Context: an optimization exercise on an open-source flow, tuned for small area, a short achievable clock period and few clock cycles. The choices shown serve that exercise and are no tape-out recipe. The RTL was checked by simulation tests, not by an equivalence proof against the original design.

==> job 5702 <==
// ww_enc
module ww_enc #(
    parameter W = 32               
) (
    input  wire        clk,
    input  wire        rst,
    input  wire        in_valid,
    output wire        in_ready,
    input  wire [2:0]  in_op,
    input  wire        in_end,
    input  wire [31:0] in_data,
    output wire        out_valid,
    input  wire        out_ready,
    output wire [7:0]  out_data
);
    localparam [2:0] OP_ASCII = 3'd0,
                     OP_UTF8  = 3'd1,
                     OP_RAW   = 3'd2,
                     OP_SYM   = 3'd3,
                     OP_ALIGN = 3'd4;
    localparam C16 = 4,            
               C13 = 3,            
               C11 = 2,            
               C8  = 1,            
               C7  = 0;            
    reg         r_v;
    reg  [2:0]  r_op;
    reg         r_end;
    reg  [31:0] r_d;
    reg         r_big;             
    reg         r_mid;             
    reg         r_byte;            
    reg  [1:0]  r_ph;              
    reg  [4:0]  r_c;               
    reg         in_value;          
    reg         x_v;
    reg  [15:0] x_chunk;           
    reg  [4:0]  x_len;
    reg         x_wait;            
    reg  [W-1:0] q;
    reg  [5:0]   n;
    reg  [5:0]   m;
    reg          ov;               
    reg  [4:0]   rc;               
    wire first = !in_value;
  ...
==> flow/config.mk <==
export PLATFORM = sky130hd
export DESIGN_NAME = ww_enc
export DESIGN_NICKNAME = ww_enc
export VERILOG_FILES = /design/flow/design.v
export SDC_FILE = /design/flow/constraint.sdc
export NUM_CORES = 4
export LEC_CHECK = 0
export ABC_AREA = 1
export CAP_MARGIN = 20
export CORE_MARGIN = 2
export CORE_UTILIZATION = 60
export SETUP_SLACK_MARGIN = 2.6
export SLEW_MARGIN = 20
export SYNTH_HIERARCHICAL = 1
export SYNTH_MEMORY_MAX_BITS = 16384
export TNS_END_PERCENT = 10
==> flow/constraint.sdc <==
create_clock -name core_clock -period 6.0 [get_ports {clk}]
set_input_delay 1.2000 -clock core_clock [delete_from_list [all_inputs] [get_ports {clk}]]
set_output_delay 1.2000 -clock core_clock [all_outputs]
set_load 0.01 [all_outputs]
run.sh (not shown) runs the stock make flow with config.mk's settings and CLKGATE_MAP_FILE= SYNTH_SCRIPT=/design/flow/synth_recipe.tcl, a recipe that flattens the netlist after the stock synthesis.
==> job 4734: changes against job 5702 <==
--- a/flow/design.v
+++ b/flow/design.v
@@ -782,11 +782,11 @@
                C8  = 1,            
                C7  = 0;            
     reg         r_v;
     reg  [2:0]  r_op;
     reg         r_end;
-    reg  [31:0] r_d;
+    reg  [31:0] r_d;               
     reg         r_big;             
     reg         r_mid;             
     reg         r_byte;            
     reg  [1:0]  r_ph;              
     reg  [4:0]  r_c;               
@@ -799,14 +799,12 @@
     reg  [5:0]   n;
     reg  [5:0]   m;
     reg          ov;               
     reg  [4:0]   rc;               
     wire first = !in_value;
-    wire [3:0]  tx_len;
-    wire [10:0] tx_code;
-    ww_txt_code u_txt (.utf(r_op[0]), .fin(r_end), .sym(r_d[7:0]),
-                       .len(tx_len), .code(tx_code));
+    wire [3:0]  tx_len  = r_d[22:19];
+    wire [10:0] tx_code = r_d[18:8];
     wire is_asc = (r_op == OP_ASCII);
     wire is_utf = (r_op == OP_UTF8);
     wire is_raw = (r_op == OP_RAW);
     wire is_sym = (r_op == OP_SYM);
     wire is_aln = r_op[2];
@@ -864,10 +862,16 @@
     wire adv   = r_v && !x_wait && room;
     wire r_go  = adv && last;
     assign in_ready = !r_v || r_go;
     wire   take     = in_valid && in_ready;
     wire        in_value_nx = (r_go && !r_op[2] && r_op != OP_SYM) ? !r_end : in_value;
+    wire [3:0]  in_tlen;
+    wire [10:0] in_tcode;
+    ww_txt_code u_txt (.utf(in_op[0]), .fin(in_end), .sym(in_data[7:0]),
+                       .len(in_tlen), .code(in_tcode));
+    wire        in_text = !in_op[2] && in_op != OP_SYM;
+    wire [31:0] in_d    = in_text ? {9'd0, in_tlen, in_tcode, in_data[7:0]} : in_data;
     wire        in_big  = |in_data[31:16];
     wire        in_mid  = |in_data[15:8];
     wire        in_byte = |in_data[7:4];
     wire [7:0]  in_b = in_data[7:0];
     wire        in_letter = !in_b[7] && in_b[6] && (in_b[4:0] != 5'd0) && (in_b[4:0] <= 5'd26);
@@ -908,11 +912,11 @@
     wire [4:0]   rc_nx = pop ? (ge16 ? f2 : f1) : (ge8 ? f1 : f0);
     always @(posedge clk) begin
         if (take) begin
             r_op   <= in_op;
             r_end  <= in_end;
-            r_d    <= in_data;
+            r_d    <= in_d;
             r_big  <= in_big;
             r_mid  <= in_mid;
             r_byte <= in_byte;
         end
         if (take) begin
--- a/flow/config.mk
+++ b/flow/config.mk
@@ -7,10 +7,12 @@
 export LEC_CHECK = 0
 export ABC_AREA = 1
 export CAP_MARGIN = 20
 export CORE_MARGIN = 2
 export CORE_UTILIZATION = 60
-export SETUP_SLACK_MARGIN = 2.6
+export CTS_BUF_LIST = sky130_fd_sc_hd__clkbuf_4 sky130_fd_sc_hd__clkbuf_8
+export CTS_CLUSTER_SIZE = 40
+export SETUP_SLACK_MARGIN = 3.2
 export SLEW_MARGIN = 20
 export SYNTH_HIERARCHICAL = 1
 export SYNTH_MEMORY_MAX_BITS = 16384
 export TNS_END_PERCENT = 10
==> flow_metrics.env <==
export IMPL_grtUsageMet2=0.5457
export IMPL_multi_input_area_sq_mm=0.005617
export IMPL_synth_xor_area_share=0.007463
export IMPL_power_frac_comb=0.432
export IMPL_coreArea_sq_mm=0.01571
export IMPL_met2_length_um=13000
export IMPL_fin_worst_skew_ps=8.032
export IMPL_worst_setup_path_type="reg2reg"
export IMPL_start_util=0.6082
export IMPL_crit_top_cell="nand2_1"
export IMPL_outcome="timing/DRC/antenna clean"
export IMPL_track_usage=0.3471
export IMPL_path_cells="nand2_4 > o21ai_4 > o31ai_1 > nand2_1 > nand2_1 > nand2_1 > nand2_1 > inv_1 > ha_1 > inv_1 > fa_1 > or2_2 > o32ai_1"
export IMPL_synth_top_area_share=0.2042
Source of the figures above: job 5702

==> flow_metrics.env <==
export IMPL_crit_top_cell="nand2_4"
export IMPL_power_frac_comb=0.456
export IMPL_multi_input_area_sq_mm=0.005853
export IMPL_synth_xor_area_share=0.006379
export IMPL_synth_top_area_share=0.2031
export IMPL_coreArea_sq_mm=0.01577
export IMPL_grtUsageMet2=0.5830
export IMPL_start_util=0.6094
export IMPL_track_usage=0.3625
export IMPL_outcome="timing/DRC/antenna clean"
Source of the figures above: job 4734

Testbench counts of job 5702, summed over its fixed seeds: cycles 7,403.
Testbench counts of job 4734, summed over its fixed seeds: cycles 7,403.

-- afterwards: timing with drivers on the ports --
The flow's constraints put no driver on any port. The routed layouts listed below were extracted and timed again, unchanged, in two steps. Step 1 sets driving cells, clkbuf_16 on the clock port and buf_2 on the other inputs (assumed; they add their load-dependent delay and slew). Step 2 times the ports against the registers' clock, not the clock port: input delays grow and output delays shrink by t, the midpoint of the rising clock arrivals with the driver on. a / b / c = ideal ports / drivers / drivers and shift; a / b = the first two.
| run | shift t [ns] | slack for setup (ns) | clock arrival spread, ns | worst slew at a driven data input, ns | pins driven straight from the clock port |
|---|---|---|---|---|---|
| job 5702 | 0.467 | 2.578 / 2.578 / 2.529 | 0.009 / 0.010 | 0.09 | 1 |
| job 4734 | 0.493 | 2.904 / 2.865 / 2.541 | 0.017 / 0.017 | 0.04 | 1 |
After both steps setup and hold are still met in every run listed. The setup slack of job 4734, which loses most, moves by -0.039 ns with the drivers and by -0.363 ns with both steps.
